Source: an optimization exercise on an open RTL-to-GDS flow (aim: small area, a short achievable clock period and few clock cycles per item). Production flows keep margins and buffers that such runs may drop.
RTL that was checked went through simulation tests only; none was proved equivalent to the original.
No activity file was given, so power comes from the tool's default toggle rates.

// pkt_validator
module pkt_validator (
    input  wire        clk,
    input  wire        rst,
    input  wire        in_valid,
    output wire        in_ready,
    input  wire [31:0] in_data,
    input  wire        in_last,
    input  wire [1:0]  in_count,
    output reg         res_valid,
    output wire [2:0]  res_err,
    output wire [5:0]  res_vmask,
    output reg  [2:0]  res_cause,
    output wire [15:0] res_crc_calc,
    output wire [15:0] res_crc_read,
    output wire [10:0] res_apid,
    output wire [13:0] res_seq,
    output wire [16:0] res_plen,
    output wire [7:0]  res_stype,
    output wire [7:0]  res_ssub,
    output wire [7:0]  res_dest,
    output wire [47:0] res_time
);
export LEC_CHECK = 0
export CAP_MARGIN = 20
export CORE_MARGIN = 2
export CORE_UTILIZATION = 40
export CTS_CLUSTER_DIAMETER = 80
export CTS_CLUSTER_SIZE = 30
export PLACE_DENSITY = 0.6
export SETUP_SLACK_MARGIN = 2.7
export SLEW_MARGIN = 20
create_clock -name core_clock -period 5.0 [get_ports {clk}]
standard.sh (not shown) runs the stock make flow with config.mk's settings and CLKGATE_MAP_FILE= SYNTH_SCRIPT=/design/flow/synth_recipe.tcl, a recipe that flattens the netlist after the stock synthesis.
==> flow/flow/run.sh <==
#!/bin/bash
# The standard layout, with small buffers on the ports.
set -euo pipefail
bash standard.sh finish "BUFFER_PORTS_ARGS=-buffer_cell sky130_fd_sc_hd__buf_1" > standard.log 2>&1
Testbench counts at the start, summed over its fixed seeds: cycles 113,228, packets 1,280.
Next try:
--- a/flow/design.v
+++ b/flow/design.v
@@ -110,18 +110,20 @@
     wire ok2 = !l_r || c_r[1];
     wire ok3 = !l_r || (c_r == 2'd3);
     reg         first;        
     reg         b1, b2, b3;   
     reg  [14:0] bc;           
     reg         c_pos;        
     reg         c_zero;       
     reg         c_m1;         
     reg  [13:0] remb;
+    reg         re;
+    wire        remb_one = re ? (remb == 14'd2) : (remb == 14'd1);
     reg  [1:0]  rl;
     reg  [15:0] crc;          
     reg  [1:0]  kc;           
     reg  [15:0] crc_rd;       
     reg         got_lo;       
     reg         f_ver, f_type, f_dfh, f_seg;
     reg  [2:0]  apid_hi;
     reg  [7:0]  apid_lo;
     reg  [5:0]  seq_hi;
@@ -140,19 +142,19 @@
     wire [15:0] lfield = d_r[31:16];
     wire        lf_hi3 = (lfield[15:3] == 13'd0);
     wire        lf_hi0 = lz_r;
     wire h0 = ge2 && c_zero && (rl == 2'd0);
     wire        first_n  = v_r ? l_r : first;
     wire        b1_n     = v_r ? (first && !l_r) : b1;
     wire        ge2_n    = !first_n && !b1_n;
     wire        c_zero_n = !v_r ? c_zero :
                            b1   ? (lf_hi3 && (lfield[2:0] >= 3'd3) && (lfield[2:0] != 3'd7)) :
-                           c_pos ? (remb == 14'd1) :
+                           c_pos ? remb_one :
                            1'b0;
     wire [1:0]  rl_n     = (v_r && b1) ? lfield[1:0] + 2'd1 : rl;
     wire        zk_n     = ge2_n && c_zero_n;
     assign      in_lz    = (in_data[31:18] == 14'd0);
     reg         kill1, kill2, kill3;
     always @(posedge clk) begin
         kill1 <= (b1_n && in_lz && in_data[17:16] == 2'd0) || (zk_n && rl_n == 2'd1);
         kill2 <= (b1_n && in_lz && !in_data[17]) || (zk_n && (rl_n == 2'd1 || rl_n == 2'd2));
         kill3 <= (b1_n && in_lz && !(in_data[17] && in_data[16])) || (zk_n && rl_n != 2'd0);
@@ -248,27 +250,28 @@
             time_r[47:32] <= {byte2, byte3};
         if ((v_r && b3) || (pend1 && !r_g16))
             time_r[31:0] <= d_r;
         if (v_r) begin
             if (first)
                 got_lo <= 1'b0;
             else if (lo_seen)
                 got_lo <= 1'b1;
             if (b1) begin
-                remb   <= lfield[15:2] - {13'd0, !(lfield[1] && lfield[0])};
+                remb   <= lfield[15:2];
+                re     <= !(lfield[1] && lfield[0]);
                 rl     <= lfield[1:0] + 2'd1;
                 c_pos  <= !lf_hi3 || (lfield[2:0] == 3'd7);
                 c_zero <= lf_hi3 && (lfield[2:0] >= 3'd3) && (lfield[2:0] != 3'd7);
                 c_m1   <= lf_hi3 && (lfield[2:0] <= 3'd2);
             end else if (c_pos) begin
                 remb   <= remb - 14'd1;
-                c_pos  <= (remb != 14'd1);
-                c_zero <= (remb == 14'd1);
+                c_pos  <= !remb_one;
+                c_zero <= remb_one;
             end else if (c_zero) begin
                 c_zero <= 1'b0;
                 c_m1   <= 1'b1;
             end
             if (l_r) begin
                 r_ok  <= l_ok;
                 r_g8  <= l_ok && l_ge8;
                 r_g9  <= l_ok && ge2;
                 r_g10 <= l_ok && l_ge10;
Sequential share of layout area came out higher by 0.46 points.
Power came out higher by 1.5%.
Clock skew came out higher by 0.013 ns.
Final area came out lower by 0.43%.
Die area came out lower by 0.76%.
Wire length came out lower by 3.0%.
Non-clock buffer count came out higher by 5.
Synthesized cell count came out lower by 2.5%.
Setup slack is worse by 0.076 ns.
Count of clock-buffer cells in the layout does not change.
For the second run of this note, only the layout was checked, not whether the RTL still works.

---

run C:
pkt_validator, a different RTL version from the one above (not shown whole).
Size: ~1000 cells after synthesis, about 250 flip-flops, about 200 I/O pins, ~12000 um2 of cells after synthesis.
==> flow/config.mk <==
export PLATFORM = sky130hd
export DESIGN_NAME = pkt_validator
export DESIGN_NICKNAME = pkt_validator
export VERILOG_FILES = /design/flow/design.v
export SDC_FILE = /design/flow/constraint.sdc
export NUM_CORES = 4
export LEC_CHECK = 0
export CAP_MARGIN = 20
export CORE_MARGIN = 2
export CORE_UTILIZATION = 40
export PLACE_DENSITY = 0.6
export SETUP_SLACK_MARGIN = 2.7
export SLEW_MARGIN = 20
==> flow/constraint.sdc <==
create_clock -name core_clock -period 5.0 [get_ports {clk}]
set_input_delay 1.0000 -clock core_clock [delete_from_list [all_inputs] [get_ports {clk}]]
set_output_delay 1.0000 -clock core_clock [all_outputs]
set_load 0.01 [all_outputs]
Scripts as last shown in full above: flow/flow/run.sh
No stage failed in run C, and the final checks on the layout all came back clean.
Relative to run C, the following input files were edited for run D:
diff --git a/flow/design.v b/flow/design.v
--- a/flow/design.v
+++ b/flow/design.v
@@ -128,26 +128,21 @@
     reg  [7:0]  seq_lo;
     reg  [16:0] plen_r;
     reg  [7:0]  stype_r, ssub_r, dest_r;
     reg  [47:0] time_r;
     reg         r_ok, r_g8, r_g9, r_g10, r_g16;
     reg         fin;          
-    reg         r_vm5;
+    reg         r_vm5, r_short;
     reg         err_inv, err_mal;
     reg         pend1;
     wire ge2 = !first && !b1;                 
     wire ge3 = ge2 && !b2;
     wire ge4 = ge3 && !b3;
     wire [15:0] lfield = d_r[31:16];
     wire        lf_hi3 = (lfield[15:3] == 13'd0);
     wire        lf_hi0 = lz_r;
-    wire        lf_big = !lf_hi0 || (lfield[1:0] == 2'd3);     
-    wire u4 = first || (b1 && lf_big) || (ge2 && c_pos);
-    wire u1 = (b1 && lf_hi0 && lfield[1:0] == 2'd0) || (ge2 && c_zero && rl == 2'd1);
-    wire u2 = (b1 && lf_hi0 && lfield[1:0] == 2'd1) || (ge2 && c_zero && rl == 2'd2);
-    wire u3 = (b1 && lf_hi0 && lfield[1:0] == 2'd2) || (ge2 && c_zero && rl == 2'd3);
     wire h0 = ge2 && c_zero && (rl == 2'd0);
     wire        first_n  = v_r ? l_r : first;
     wire        b1_n     = v_r ? (first && !l_r) : b1;
     wire        ge2_n    = !first_n && !b1_n;
     wire        c_zero_n = !v_r ? c_zero :
                            b1   ? (lf_hi3 && (lfield[2:0] >= 3'd3) && (lfield[2:0] != 3'd7)) :
@@ -168,15 +163,15 @@
                       byte3 & {8{!kill3}}};
     wire [15:0] crc_in = crc | {16{first}};
     wire [15:0] s4 = t22(crc_in ^ dm[31:16]) ^ t2(dm[15:0]);
     wire step4 = v_r && (first || b1 || (ge2 && (c_pos || (c_zero && rl != 2'd0))));
     wire undo  = !step4 && (kc != 2'd0);
     wire [15:0] crc_nx = step4 ? s4 : undo ? tinv(crc) : 16'd0;
-    wire h1  = u1;
-    wire h2  = u2;
-    wire h3  = u3;
+    wire h1  = kill1;
+    wire h2  = kill2 && !kill1;
+    wire h3  = kill3 && !kill2;
     wire lo0 = ge2 && c_m1 && (rl == 2'd3) && !got_lo;
     wire [7:0] hi_b = ({8{h0}} & byte0) | ({8{h1}} & byte1) |
                       ({8{h2}} & byte2) | ({8{h3}} & byte3);
     wire [7:0] lo_b = ({8{lo0}} & byte0) | ({8{h0}} & byte1) |
                       ({8{h1}} & byte2) | ({8{h2}} & byte3);
     wire hi_here = b1 || (ge2 && c_zero);
@@ -229,19 +224,23 @@
             crc <= crc_nx;
         if ((v_r && hi_here) || clr_crc)
             crc_rd[15:8] <= hi_b;
         if ((v_r && lo_here) || clr_crc)
             crc_rd[7:0] <= lo_b;
         if ((v_r && first) || clr_ok) begin
+            f_ver   <= (byte0[7:5] != 3'd0);
+            f_type  <= byte0[4];
+            f_dfh   <= !byte0[3] && v_r;
+            f_seg   <= (byte2[7:6] != 2'b11) && v_r;
             apid_hi <= byte0[2:0];
             apid_lo <= byte1;
             seq_hi  <= byte2[5:0];
             seq_lo  <= byte3;
         end
         if ((v_r && b1) || clr_ok)
-            plen_r  <= {1'b0, lfield} + 17'd7;
+            plen_r  <= ({1'b0, lfield} + 17'd7) & {14'h3FFF, {3{v_r}}};
         if ((v_r && b1) || (pend1 && !r_g8))
             stype_r <= byte3;
         if ((v_r && b2) || (pend1 && !r_g9))
             ssub_r  <= byte0;
         if ((v_r && b2) || (pend1 && !r_g10))
             dest_r  <= byte1;
@@ -265,32 +264,27 @@
                 c_pos  <= (remb != 14'd1);
                 c_zero <= (remb == 14'd1);
             end else if (c_zero) begin
                 c_zero <= 1'b0;
                 c_m1   <= 1'b1;
             end
-            if (first) begin
-                f_ver   <= (byte0[7:5] != 3'd0);
-                f_type  <= byte0[4];
-                f_dfh   <= !byte0[3];
-                f_seg   <= (byte2[7:6] != 2'b11);
-            end
             if (l_r) begin
                 r_ok  <= l_ok;
                 r_g8  <= l_ok && l_ge8;
                 r_g9  <= l_ok && ge2;
                 r_g10 <= l_ok && l_ge10;
                 r_g16 <= l_ok && l_ge16;
             end
         end
     end
     wire [4:0] vm_lo   = {f_seg, f_dfh, f_type, f_ver, !got_lo};
     wire       crc_bad = got_lo && (crc != crc_rd);
     always @(posedge clk) begin
-        if (pend1) begin
+        begin
             r_vm5   <= r_ok && crc_bad;
+            r_short <= r_ok && !got_lo;
             err_inv <= !r_ok;
             err_mal <= r_ok && (vm_lo != 5'd0 || crc_bad);
             if (!r_ok)         res_cause <= 3'd0;
             else if (vm_lo[0]) res_cause <= 3'd0;
             else if (vm_lo[1]) res_cause <= 3'd1;
             else if (vm_lo[2]) res_cause <= 3'd2;
@@ -298,17 +292,17 @@
             else if (vm_lo[4]) res_cause <= 3'd4;
             else if (crc_bad)  res_cause <= 3'd5;
             else               res_cause <= 3'd0;
         end
     end
     assign res_err      = {err_mal, 1'b0, err_inv};
-    assign res_vmask    = {r_vm5, r_ok ? vm_lo : 5'd0};
+    assign res_vmask    = {r_vm5, f_seg, f_dfh, f_type, f_ver, r_short};
     assign res_crc_calc = crc;
     assign res_crc_read = crc_rd;
     assign res_apid     = {apid_hi, apid_lo};
     assign res_seq      = {seq_hi, seq_lo};
-    assign res_plen     = {plen_r[16:3], r_ok ? plen_r[2:0] : 3'd0};
+    assign res_plen     = plen_r;
     assign res_stype    = stype_r;
     assign res_ssub     = ssub_r;
     assign res_dest     = dest_r;
     assign res_time     = time_r;
 endmodule
### Flow results
Run D finished every stage and its layout cleared the timing, DRC and antenna checks. | synthesized instance count | run D vs run C | 23 lower |. Of run C and run D, the lower minimum clock period belongs to run D. Reg-to-reg setup timing slack: run C vs run D, no meaningful difference. Sort run C and run D by area used by multi-input combinational logic, ascending, and run D comes first. Of run D and run C, it is run D that has the higher worst setup slack. From run C to run D the numbers moved as follows: leakage power summed over all cells moved down; core utilization moved up; wire length increased by 6.0% relative to the old numbers. Run D ends up with a cell count of the worst reg-to-reg path that is 1 higher than in run C. Number of clock buffer instances in the layout sits higher in run D than in run C.
Testbench counts of run D, summed over its fixed seeds: cycles 113,228, packets 1,280.
Only the layout flow was run in run C; the RTL was not checked for function there.

separate check: timing with driven ports:
How much do the figures lean on ideal ports? The routed layouts below were timed once more, with nothing changed but the port constraints. Step 1, drivers: a clkbuf_16 drives clk and a buf_2 each remaining input, both assumed. Step 2 times the ports against the registers' clock, not the clock port: input delays grow and output delays shrink by t, the midpoint of the rising clock arrivals with the driver on. a / b / c = ideal ports / drivers / drivers and shift; a / b = the first two.
| run | t, ns | setup WS [ns] | hold WS [ns] | latest minus earliest clock arrival (ns) |
|---|---|---|---|---|
| the first run of note 1 | 0.551 | 2.661 / 2.610 / 2.502 | 0.491 / 0.491 / 0.491 | 0.023 / 0.022 |
| the second run of note 1 | 0.548 | 2.585 / 2.585 / 2.585 | 0.490 / 0.490 / 0.490 | 0.035 / 0.036 |
| run C | 0.576 | 2.571 / 2.522 / 2.421 | 0.472 / 0.472 / 0.472 | 0.014 / 0.014 |
| run D | 0.605 | 2.646 / 2.596 / 2.504 | 0.486 / 0.486 / 0.486 | 0.029 / 0.029 |
After both steps every run listed still meets setup and hold. For the first run of note 1, which loses most, drivers alone change the setup slack by -0.051 ns; drivers and shift together by -0.159 ns.
